What follows belongs to an exercise in optimizing a design on an open flow for small area; a production flow would make more cautious choices. The RTL of this run was laid out without a check of its function. Power is estimated from default activity; no workload was simulated.

$ cat flow/config.mk
export PLATFORM = sky130hd
export DESIGN_NAME = irrig_node
export DESIGN_NICKNAME = irrig_node
export VERILOG_FILES = /design/flow/design.v
export SDC_FILE = /design/flow/constraint.sdc
export NUM_CORES = 4
export LEC_CHECK = 0
export CAP_MARGIN = 20
export CORE_MARGIN = 2
export CORE_UTILIZATION = 40
export PLACE_DENSITY = 0.6
export SLEW_MARGIN = 20
$ cat flow/constraint.sdc
create_clock -name core_clock -period 20.0 [get_ports {clk}]
set_input_delay 4.0000 -clock core_clock [delete_from_list [all_inputs] [get_ports {clk}]]
set_output_delay 4.0000 -clock core_clock [all_outputs]
set_load 0.01 [all_outputs]
$ cat flow/run.sh
#!/bin/bash
# synth_recipe.tcl (not shown) runs the flow's synth.tcl, then flattens the netlist and writes it again
# the make line also repeats each setting of config.mk as NAME=value (left out here)
make -C /OpenROAD-flow-scripts/flow DESIGN_CONFIG=/design/flow/config.mk WORK_HOME=/design/flow/orfs CLKGATE_MAP_FILE= SYNTH_SCRIPT=/design/flow/synth_recipe.tcl finish
$ cat flow/design.v
module sw_decoder #(
    parameter integer T_START_US        = 1000,
    parameter integer TIMER_BOUND_US    = 255,
    parameter integer BIT_THRESHOLD_US  = 30,
    parameter integer TEMP_RESET_TENTHS = 0
) (
    input  wire               clk,
    input  wire               rst,
    input  wire               start,        
    input  wire               line_in,      
    output reg                sw_drive,     
    output reg                done,         
    output reg         [1:0]  result,       
    output reg  signed [11:0] temp_tenths,  
    output reg         [11:0] hum_tenths,   
    output reg                temp_valid
);
    localparam [1:0] R_OK = 2'd0, R_NORESP = 2'd1, R_TIMEOUT = 2'd2, R_CHKERR = 2'd3;
    localparam [2:0] D_IDLE      = 3'd0,
                     D_START     = 3'd1,
                     D_WAIT_RESP = 3'd2,
                     D_ACK_LOW   = 3'd3,
                     D_ACK_HIGH  = 3'd4,
                     D_BIT_LOW   = 3'd5,
                     D_BIT_HIGH  = 3'd6,
                     D_CHECK     = 3'd7;
    reg [2:0]  state;
    reg [10:0] start_cnt;
    reg [7:0]  tmr_cnt;
    reg [5:0]  bit_idx;
    reg [39:0] frame;
    wire meas_level = (state == D_WAIT_RESP) || (state == D_ACK_HIGH) || (state == D_BIT_HIGH);
    wire meas_end   = (line_in != meas_level);
    wire meas_limit = (tmr_cnt == TIMER_BOUND_US - 1);
    wire [7:0] b0 = frame[39:32];
    wire [7:0] b1 = frame[31:24];
    wire [7:0] b2 = frame[23:16];
    wire [7:0] b3 = frame[15:8];
    wire [7:0] b4 = frame[7:0];
    wire [7:0] sum = b0 + b1 + b2 + b3;
    wire [11:0] temp_mag = 12'd10 * {5'd0, b2[6:0]} + {4'd0, b3};
    wire [11:0] hum_val  = 12'd10 * {4'd0, b0} + {4'd0, b1};
    always @(posedge clk) begin
        if (rst) begin
            state       <= D_IDLE;
            start_cnt   <= 11'd0;
            tmr_cnt     <= 8'd0;
            bit_idx     <= 6'd0;
            frame       <= 40'd0;
            sw_drive    <= 1'b0;
            done        <= 1'b0;
            result      <= R_NORESP;
            temp_tenths <= TEMP_RESET_TENTHS;
            hum_tenths  <= 12'd0;
            temp_valid  <= 1'b0;
        end else begin
            done <= 1'b0;
            case (state)
                D_IDLE: begin
                    if (start) begin
                        frame     <= 40'd0;
                        bit_idx   <= 6'd0;
                        start_cnt <= 11'd0;
                        sw_drive  <= 1'b1;
                        state     <= D_START;
                    end
                end
                D_START: begin
                    if (start_cnt == T_START_US - 1) begin
                        sw_drive <= 1'b0;
                        tmr_cnt  <= 8'd0;
                        state    <= D_WAIT_RESP;
                    end else begin
                        start_cnt <= start_cnt + 11'd1;
                    end
                end
                D_WAIT_RESP, D_ACK_LOW, D_ACK_HIGH, D_BIT_LOW, D_BIT_HIGH: begin
                    if (meas_end) begin
                        tmr_cnt <= 8'd1;
                        case (state)
                            D_WAIT_RESP: state <= D_ACK_LOW;
                            D_ACK_LOW:   state <= D_ACK_HIGH;
                            D_ACK_HIGH:  state <= D_BIT_LOW;
                            D_BIT_LOW:   state <= D_BIT_HIGH;
                            default: begin
                                frame   <= {frame[38:0], (tmr_cnt >= BIT_THRESHOLD_US)};
                                bit_idx <= bit_idx + 6'd1;
                                if (bit_idx == 6'd39)
                                    state <= D_CHECK;
                                else
                                    state <= D_BIT_LOW;
                            end
                        endcase
                    end else if (meas_limit) begin
                        tmr_cnt <= 8'd0;
                        done    <= 1'b1;
                        state   <= D_IDLE;
                        if (state == D_BIT_LOW || state == D_BIT_HIGH)
                            result <= R_TIMEOUT;
                        else
                            result <= R_NORESP;
                    end else begin
                        tmr_cnt <= tmr_cnt + 8'd1;
                    end
                end
                D_CHECK: begin
                    done  <= 1'b1;
                    state <= D_IDLE;
                    if (sum == b4) begin
                        temp_tenths <= b2[7] ? -$signed(temp_mag) : $signed(temp_mag);
                        hum_tenths  <= hum_val;
                        temp_valid  <= 1'b1;
                        result      <= R_OK;
                    end else begin
                        result <= R_CHKERR;
                    end
                end
                default: state <= D_IDLE;
            endcase
        end
    end
endmodule
module dev_uart #(
    parameter integer BYTE_TIME_US = 87
) (
    input  wire       clk,
    input  wire       rst,
    input  wire       rx_valid,
    input  wire [7:0] rx_data,
    output reg        tx_valid,
    output reg  [7:0] tx_data,
    output reg        rx_full,
    output reg  [7:0] rxd,
    input  wire       rx_take,      
    output reg        tx_ready,
    input  wire       tx_write,     
    input  wire [7:0] tx_byte
);
    reg [7:0] tx_remain;
    always @(posedge clk) begin
        if (rst) begin
            rx_full   <= 1'b0;
            rxd       <= 8'd0;
            tx_valid  <= 1'b0;
            tx_data   <= 8'd0;
            tx_ready  <= 1'b1;
            tx_remain <= 8'd0;
        end else begin
            if (rx_valid && !rx_full) begin
                rxd     <= rx_data;
                rx_full <= 1'b1;
            end else if (rx_take) begin
                rx_full <= 1'b0;
            end
            tx_valid <= 1'b0;
            if (tx_write) begin
                tx_data   <= tx_byte;
                tx_ready  <= 1'b0;
                tx_remain <= BYTE_TIME_US - 1;
            end else if (!tx_ready) begin
                if (tx_remain == 8'd0) begin
                    tx_valid <= 1'b1;
                    tx_ready <= 1'b1;
                end else begin
                    tx_remain <= tx_remain - 8'd1;
                end
            end
        end
    end
endmodule
module irrig_node #(
    parameter integer T_START_US        = 1000,
    parameter integer TIMER_BOUND_US    = 255,
    parameter integer BIT_THRESHOLD_US  = 30,
    parameter integer TEMP_RESET_TENTHS = 0,
    parameter integer BYTE_TIME_US      = 87
) (
    input  wire       clk,
    input  wire       rst,         
    input  wire       line_in,     
    output wire       sw_drive,    
    input  wire [7:0] moist,
    input  wire       rx_valid,
    input  wire [7:0] rx_data,
    output wire       tx_valid,
    output wire [7:0] tx_data,
    output reg        zdata,
    output reg        zclk,
    output reg        zlatch
);
    localparam [3:0] S_AWAIT   = 4'd0,
                     S_DECODE  = 4'd1,
                     S_MOIST   = 4'd2,
                     S_ZONE    = 4'd3,
                     S_ZCLK_HI = 4'd4,
                     S_ZCLK_LO = 4'd5,
                     S_ZLATCH  = 4'd6,
                     S_CONV    = 4'd7,
                     S_SEND    = 4'd8;
    reg  [3:0] state;
    reg  [7:0] req;
    reg  [7:0] moist_r;
    reg  [7:0] cur_zone;
    reg  [7:0] zmask;
    reg  [2:0] zbit;
    reg  signed [9:0] temp_f;
    reg  [5:0] txidx;
    wire              rx_full;
    wire [7:0]        rxd;
    wire              tx_ready;
    wire              rx_take  = (state == S_AWAIT) && rx_full;
    wire              tx_write = (state == S_SEND) && tx_ready;
    wire [7:0]        tx_byte;
    wire              dec_done;
    wire [1:0]        dec_result;
    wire signed [11:0] temp_tenths;
    wire [11:0]       hum_tenths;
    wire              temp_valid;
    sw_decoder #(
        .T_START_US(T_START_US),
        .TIMER_BOUND_US(TIMER_BOUND_US),
        .BIT_THRESHOLD_US(BIT_THRESHOLD_US),
        .TEMP_RESET_TENTHS(TEMP_RESET_TENTHS)
    ) u_dec (
        .clk(clk),
        .rst(rst),
        .start(rx_take),
        .line_in(line_in),
        .sw_drive(sw_drive),
        .done(dec_done),
        .result(dec_result),
        .temp_tenths(temp_tenths),
        .hum_tenths(hum_tenths),
        .temp_valid(temp_valid)
    );
    dev_uart #(
        .BYTE_TIME_US(BYTE_TIME_US)
    ) u_uart (
        .clk(clk),
        .rst(rst),
        .rx_valid(rx_valid),
        .rx_data(rx_data),
        .tx_valid(tx_valid),
        .tx_data(tx_data),
        .rx_full(rx_full),
        .rxd(rxd),
        .rx_take(rx_take),
        .tx_ready(tx_ready),
        .tx_write(tx_write),
        .tx_byte(tx_byte)
    );
    wire signed [15:0] f_n    = $signed(temp_tenths) * 16'sd9 + 16'sd1600;
    wire        [15:0] f_abs  = f_n[15] ? -f_n : f_n;
    wire        [15:0] f_quot = (f_abs + 16'd25) / 16'd50;
    wire signed [9:0]  c_to_f = f_n[15] ? -$signed(f_quot[9:0]) : $signed(f_quot[9:0]);
    wire       t_neg  = temp_f[9];
    wire [8:0] t_mag  = t_neg ? -temp_f[8:0] : temp_f[8:0];
    wire [3:0] t_d2   = t_mag / 100;
    wire [3:0] t_d1   = (t_mag / 10) % 10;
    wire [3:0] t_d0   = t_mag % 10;
    wire [2:0] t_ndig = (t_mag >= 100) ? 3'd3 : (t_mag >= 10) ? 3'd2 : 3'd1;
    wire [2:0] t_len  = t_ndig + {2'd0, t_neg};
    wire [3:0] m_d2   = moist_r / 100;
    wire [3:0] m_d1   = (moist_r / 10) % 10;
    wire [3:0] m_d0   = moist_r % 10;
    wire [2:0] m_len  = (moist_r >= 100) ? 3'd3 : (moist_r >= 10) ? 3'd2 : 3'd1;
    wire [7:0] t_c2 = 8'h30 + {4'd0, t_d2};
    wire [7:0] t_c1 = 8'h30 + {4'd0, t_d1};
    wire [7:0] t_c0 = 8'h30 + {4'd0, t_d0};
    wire [7:0] m_c2 = 8'h30 + {4'd0, m_d2};
    wire [7:0] m_c1 = 8'h30 + {4'd0, m_d1};
    wire [7:0] m_c0 = 8'h30 + {4'd0, m_d0};
    reg [23:0] t_dig;
    reg [31:0] t_str;
    reg [23:0] m_str;
    always @(*) begin
        case (t_ndig)
            3'd3:    t_dig = {t_c2, t_c1, t_c0};
            3'd2:    t_dig = {t_c1, t_c0, 8'h20};
            default: t_dig = {t_c0, 8'h20, 8'h20};
        endcase
        if (t_neg)
            t_str = {8'h2D, t_dig};
        else
            t_str = {t_dig, 8'h20};
        case (m_len)
            3'd3:    m_str = {m_c2, m_c1, m_c0};
            3'd2:    m_str = {m_c1, m_c0, 8'h20};
            default: m_str = {m_c0, 8'h20, 8'h20};
        endcase
    end
    function [7:0] lit_temp(input [2:0] k);    
        case (k)
            3'd0: lit_temp = "T";
            3'd1: lit_temp = "e";
            3'd2: lit_temp = "m";
            3'd3: lit_temp = "p";
            3'd4: lit_temp = ":";
            default: lit_temp = " ";
        endcase
    endfunction
    function [7:0] lit_moist(input [3:0] k);   
        case (k)
            4'd0:  lit_moist = " ";
            4'd1:  lit_moist = "F";
            4'd2:  lit_moist = ",";
            4'd3:  lit_moist = " ";
            4'd4:  lit_moist = "M";
            4'd5:  lit_moist = "o";
            4'd6:  lit_moist = "i";
            4'd7:  lit_moist = "s";
            4'd8:  lit_moist = "t";
            4'd9:  lit_moist = "u";
            4'd10: lit_moist = "r";
            4'd11: lit_moist = "e";
            4'd12: lit_moist = ":";
            default: lit_moist = " ";
        endcase
    endfunction
    function [7:0] lit_zone(input [3:0] k);    
        case (k)
            4'd0:  lit_zone = ",";
            4'd1:  lit_zone = " ";
            4'd2:  lit_zone = "C";
            4'd3:  lit_zone = "u";
            4'd4:  lit_zone = "r";
            4'd5:  lit_zone = "r";
            4'd6:  lit_zone = "e";
            4'd7:  lit_zone = "n";
            4'd8:  lit_zone = "t";
            4'd9:  lit_zone = " ";
            4'd10: lit_zone = "Z";
            4'd11: lit_zone = "o";
            4'd12: lit_zone = "n";
            4'd13: lit_zone = "e";
            4'd14: lit_zone = ":";
            default: lit_zone = " ";
        endcase
    endfunction
    wire [5:0] p_temp  = 6'd6;                      
    wire [5:0] p_lit2  = p_temp + {3'd0, t_len};    
    wire [5:0] p_moist = p_lit2 + 6'd14;            
    wire [5:0] p_lit3  = p_moist + {3'd0, m_len};   
    wire [5:0] p_zone  = p_lit3 + 6'd16;            
    wire [5:0] p_nl    = p_zone + 6'd1;             
    wire [5:0] off_temp  = txidx - p_temp;
    wire [5:0] off_lit2  = txidx - p_lit2;
    wire [5:0] off_moist = txidx - p_moist;
    wire [5:0] off_lit3  = txidx - p_lit3;
    reg [7:0] msg_byte;
    always @(*) begin
        if (txidx < p_temp)
            msg_byte = lit_temp(txidx[2:0]);
        else if (txidx < p_lit2)
            msg_byte = t_str[8 * (3 - off_temp[1:0]) +: 8];
        else if (txidx < p_moist)
            msg_byte = lit_moist(off_lit2[3:0]);
        else if (txidx < p_lit3)
            msg_byte = m_str[8 * (2 - off_moist[1:0]) +: 8];
        else if (txidx < p_zone)
            msg_byte = lit_zone(off_lit3[3:0]);
        else if (txidx == p_zone)
            msg_byte = cur_zone;
        else
            msg_byte = 8'h0A;
    end
    assign tx_byte = msg_byte;
    wire       is_zone_digit = (req >= 8'h31) && (req <= 8'h38);
    wire [2:0] zone_idx      = req[2:0] - 3'd1;       
    wire [7:0] new_mask      = 8'd1 << zone_idx;
    always @(posedge clk) begin
        if (rst) begin
            state    <= S_AWAIT;
            req      <= 8'h00;
            moist_r  <= 8'h00;
            cur_zone <= 8'h30;
            zmask    <= 8'h00;
            zbit     <= 3'd0;
            temp_f   <= 10'sd0;
            txidx    <= 6'd0;
            zdata    <= 1'b0;
            zclk     <= 1'b0;
            zlatch   <= 1'b0;
        end else begin
            case (state)
                S_AWAIT: begin
                    if (rx_full) begin
                        req   <= rxd;
                        state <= S_DECODE;
                    end
                end
                S_DECODE: begin
                    if (dec_done)
                        state <= S_MOIST;
                end
                S_MOIST: begin
                    moist_r <= moist;
                    state   <= S_ZONE;
                end
                S_ZONE: begin
                    if (is_zone_digit) begin
                        cur_zone <= req;
                        zmask    <= new_mask;
                        zdata    <= new_mask[7];
                        zclk     <= 1'b1;
                        zbit     <= 3'd7;
                        state    <= S_ZCLK_HI;
                    end else begin
                        state <= S_CONV;
                    end
                end
                S_ZCLK_HI: begin
                    zclk  <= 1'b0;
                    state <= S_ZCLK_LO;
                end
                S_ZCLK_LO: begin
                    if (zbit == 3'd0) begin
                        zlatch <= 1'b1;
                        state  <= S_ZLATCH;
                    end else begin
                        zbit  <= zbit - 3'd1;
                        zdata <= zmask[zbit - 3'd1];
                        zclk  <= 1'b1;
                        state <= S_ZCLK_HI;
                    end
                end
                S_ZLATCH: begin
                    zlatch <= 1'b0;
                    state  <= S_CONV;
                end
                S_CONV: begin
                    temp_f <= c_to_f;
                    txidx  <= 6'd0;
                    state  <= S_SEND;
                end
                S_SEND: begin
                    if (tx_ready) begin
                        if (txidx == p_nl)
                            state <= S_AWAIT;
                        else
                            txidx <= txidx + 6'd1;
                    end
                end
                default: state <= S_AWAIT;
            endcase
        end
    end
endmodule
==> run summary <==
Initial Utilization: 0.408
CTS buffer count: 17
worst hold path cell count: 2
Overflow after GRT: 0
Worst VDD drop: 67.2 uV
vias in the first global route: 13800
die span in x: 206 um
# Post-CTS Setup Buffers: 0
Nets: 2262
clk_skew: 11.7 ps
die area: 0.0424 mm^2
total iterations of the first detailed-routing run: 7
status: no timing/DRC/antenna violations
total core area: 0.0400 mm^2
Clock Tree Root: clkbuf_16
DR WL/cell: 14.9 um
Cell variety after synth: 124
I/O pin count: 33
final core utilization: 0.439
DR iter-0 viols: 1006
FILL cells: 4076
worst skew pair latency: 440 ps
Worst Max-Slew Pin Slew: 1050 ps
global-route wire length before repair: 67.2 mm
Avg Cell Area, Syn: 7.67 um^2
layout cell share with drive strength beyond 1: 0.0631
dpl cells: 2601
max-cap violation count: 0
die height: 206 um
Detail Route Antenna Nets: 0
Post-CTS Resized: 0
synth-to-layout area growth: 7.80%
crit path max fanout: 30
ANT cells: 0
minimum clock period: 10990 ps
DP Worst Slack: 9140 ps
R2R depth: 31
register area: 0.00334 mm^2
# rows: 73
#FFs+latches synth: 167
Vias: 15100
arrival time worst endpoint: 11280 ps
Tcrit/Tclk final: 0.549
Total GRT Usage: 0.186
Post-Syn Area: 0.0163 mm^2
RSZ-0062 raised after global routing: false
Setup violations, final: 0
Post-synth EDFFs: 0
initial antenna violation count: 0
post-detail-place hpwl: 29.6 mm
element type at the critical path start: register
Cell Count, Final, Fillers Out: 2633
Slew headroom: 0.291
Main synth FF type: dfxtp_1
largest net degree at the start of global routing: 54
Ys Warns: 3
Fmax: 91.0 MHz
CTS tree: done
asr flop ratio synth: 0
TNS Setup: 0 ps
post-synthesis instance total: 2126
number of vias per cell: 5.74
DRC errors left: 0
Worst-path clk slew: 70 ps
Leak: 0.00680 uW
Worst setup EP type: register
Final Wtd Congestion: 0.866
Power Dens Cells: 67.9 mW/mm^2
Port Buffer Count: 32
clock sink count: 167
multi-input logic area: 0.0123 mm^2
final setup margin: 9010 ps
Top cell by count, worst path: ha_1
HP Class: register to register
Worst Path Required: 20290 ps
Fin. Hold Viols: 0
clk buf depth: 2
Slowest cell on crit path: a211o_1
part of the Yosys area used for sequential elements: 0.205
Crit path largest cell delay: 840 ps
H-Tree Depth: 4
post-cts hold buffer count: 0
Final Routed Wirelength: 39.3 mm
max-slew violations: 0
WS Path Type: register to register
-- worst paths after layout --
kind | from | slack [ps] | endpoint
max | u_dec.temp_tenths[2] | 9010 | temp_f[0]
min | zmask[2] | 450 | zmask[2]
max reg2reg | u_dec.temp_tenths[2] | 9010 | temp_f[0]
min reg2reg | zmask[2] | 450 | zmask[2]
-- final cells by class --
cell class,count,area share
Multi-Input combinational cell,1777,0.700
Sequential cell,167,0.190
Tap cell,525,0.0374
Clock buffer,19,0.0246
Timing Repair Buffer,42,0.0223
Inverter,90,0.0192
Clock inverter,13,0.00655
-- metal layers --
| layer | part of all wire | wire, um | up-vias | track usage |
|---|---|---|---|---|
| met5 | 0 | 0 | - | 0 |
| met4 | 0.0076 | 298 | 0 | 0.0334 |
| met3 | 0.028 | 1090 | 29 | 0.0229 |
| met2 | 0.47 | 18300 | 203 | 0.309 |
| met1 | 0.50 | 19600 | 7191 | 0.260 |
| li1 | - | - | 7699 | - |
-- power by group --
| group | leakage (uW) | total, uW | internal, uW | switching, uW |
|---|---|---|---|---|
| combinational | 0.00519 | 460 | 201 | 259 |
| clock | 0.000262 | 313 | 163 | 150 |
| sequential | 0.00135 | 422 | 369 | 52.9 |
-- stage by stage --
step	hold WS [ps]	total power [uW]	cell area, um^2
final	450	1190	17600
after detailed placement	442	888	17000
after global placement	440	877	17000
after CTS	452	1210	17600
after global routing	468	1290	17600
after floorplan	415	787	16300
-- state kept, by name, summed over array words and instances, names as in the netlist, 10 cells and up --
signal / flops
u_dec.start_cnt: 11
u_dec.temp_tenths: 12
temp_f: 10
u_dec.frame: 40
-- Yosys cell counts, drive strengths merged, types with 9 or more instances --
cell,n,area (um^2)
and2,21,131
a2111oi,14,173
nand4,21,131
nor2,257,970
a211o,11,98.9
xor2,49,429
o211ai,20,155
o21a,15,114
a211oi,42,383
inv,87,327
nand2b,34,213
o21bai,10,75.1
a311oi,10,87.6
clkbuf,71,267
or3,24,155
a22oi,17,128
o21ai,131,671
o31ai,12,114
fa,25,500
mux2,9,105
or2,14,90.1
nor4,16,106
a221oi,14,146
nor3,54,275
o22ai,17,113
a31oi,27,190
a22o,17,149
nand3,51,255
dfxtp,167,3340
a21oi,173,881
and3,15,98.8
a21boi,10,97.6
ha,122,1530
buf,23,123
nor2b,24,150
nand2,204,768
a21o,27,204
xnor2,102,893
mux2i,37,387
-- critical path, delay by kind of cell, from the launching register on --
family,cells,cell delay (ps)
AOI/OAI and AO/OA,20,6770
adders and majority gates,4,1340
DFF,1,580
muxes,3,1430
and+or+nand+nor,4,700
-- cells in the final DEF (no fill, tap or decap), drive strengths merged, types with 15 or more instances in the layout --
master	count
a31oi	27
a211oi	42
a22o	17
or3	24
dfxtp	167
xnor2	102
clkdlybuf4s50	31
nor3	54
fa	25
clkbuf	19
a21oi	173
nor2b	24
nand2	204
nand3	51
ha	122
nor2	257
inv	94
o21ai	131
a21o	27
o21a	15
nand4	21
nand2b	34
mux2i	37
and2	21
and3	15
o22ai	17
xor2	49
o211ai	20
nor4	16
a22oi	17
-- cell families after synthesis --
group / synth area share
mux: 0.0357
simple gates: 0.229
xor+xnor: 0.0811
fa+ha+maj: 0.129
other cells: 0.000460
flops: 0.205
buf+inv: 0.0446
compound gates: 0.276

==> port drivers added, routing unchanged <==
How much do the figures lean on ideal ports? The routed layout below was timed once more, with nothing changed but the port constraints.
Step 1: set_driving_cell puts a clkbuf_16 on clk and a buf_2 on each other input, an assumption about the parent block.
Step 2 moves the port delays by t, midway between the first and last clock arrival at a register: inputs arrive t later, outputs are due t later. That takes back most of the time a late clock gives input paths.
Slacks: no drivers / after step 1 / after step 2; pairs: no drivers / after step 1.
t (ns): 0.480
setup WS [ns]: 9.014 / 9.014 / 9.014
worst setup path after step 2: register to register
worst slew at a driven data input, ns: 0.04
pins driven straight from the clock port: 1
After both steps setup and hold are still met in this run. For this run, drivers alone change the setup slack by 0.000 ns; drivers and shift together by 0.000 ns.
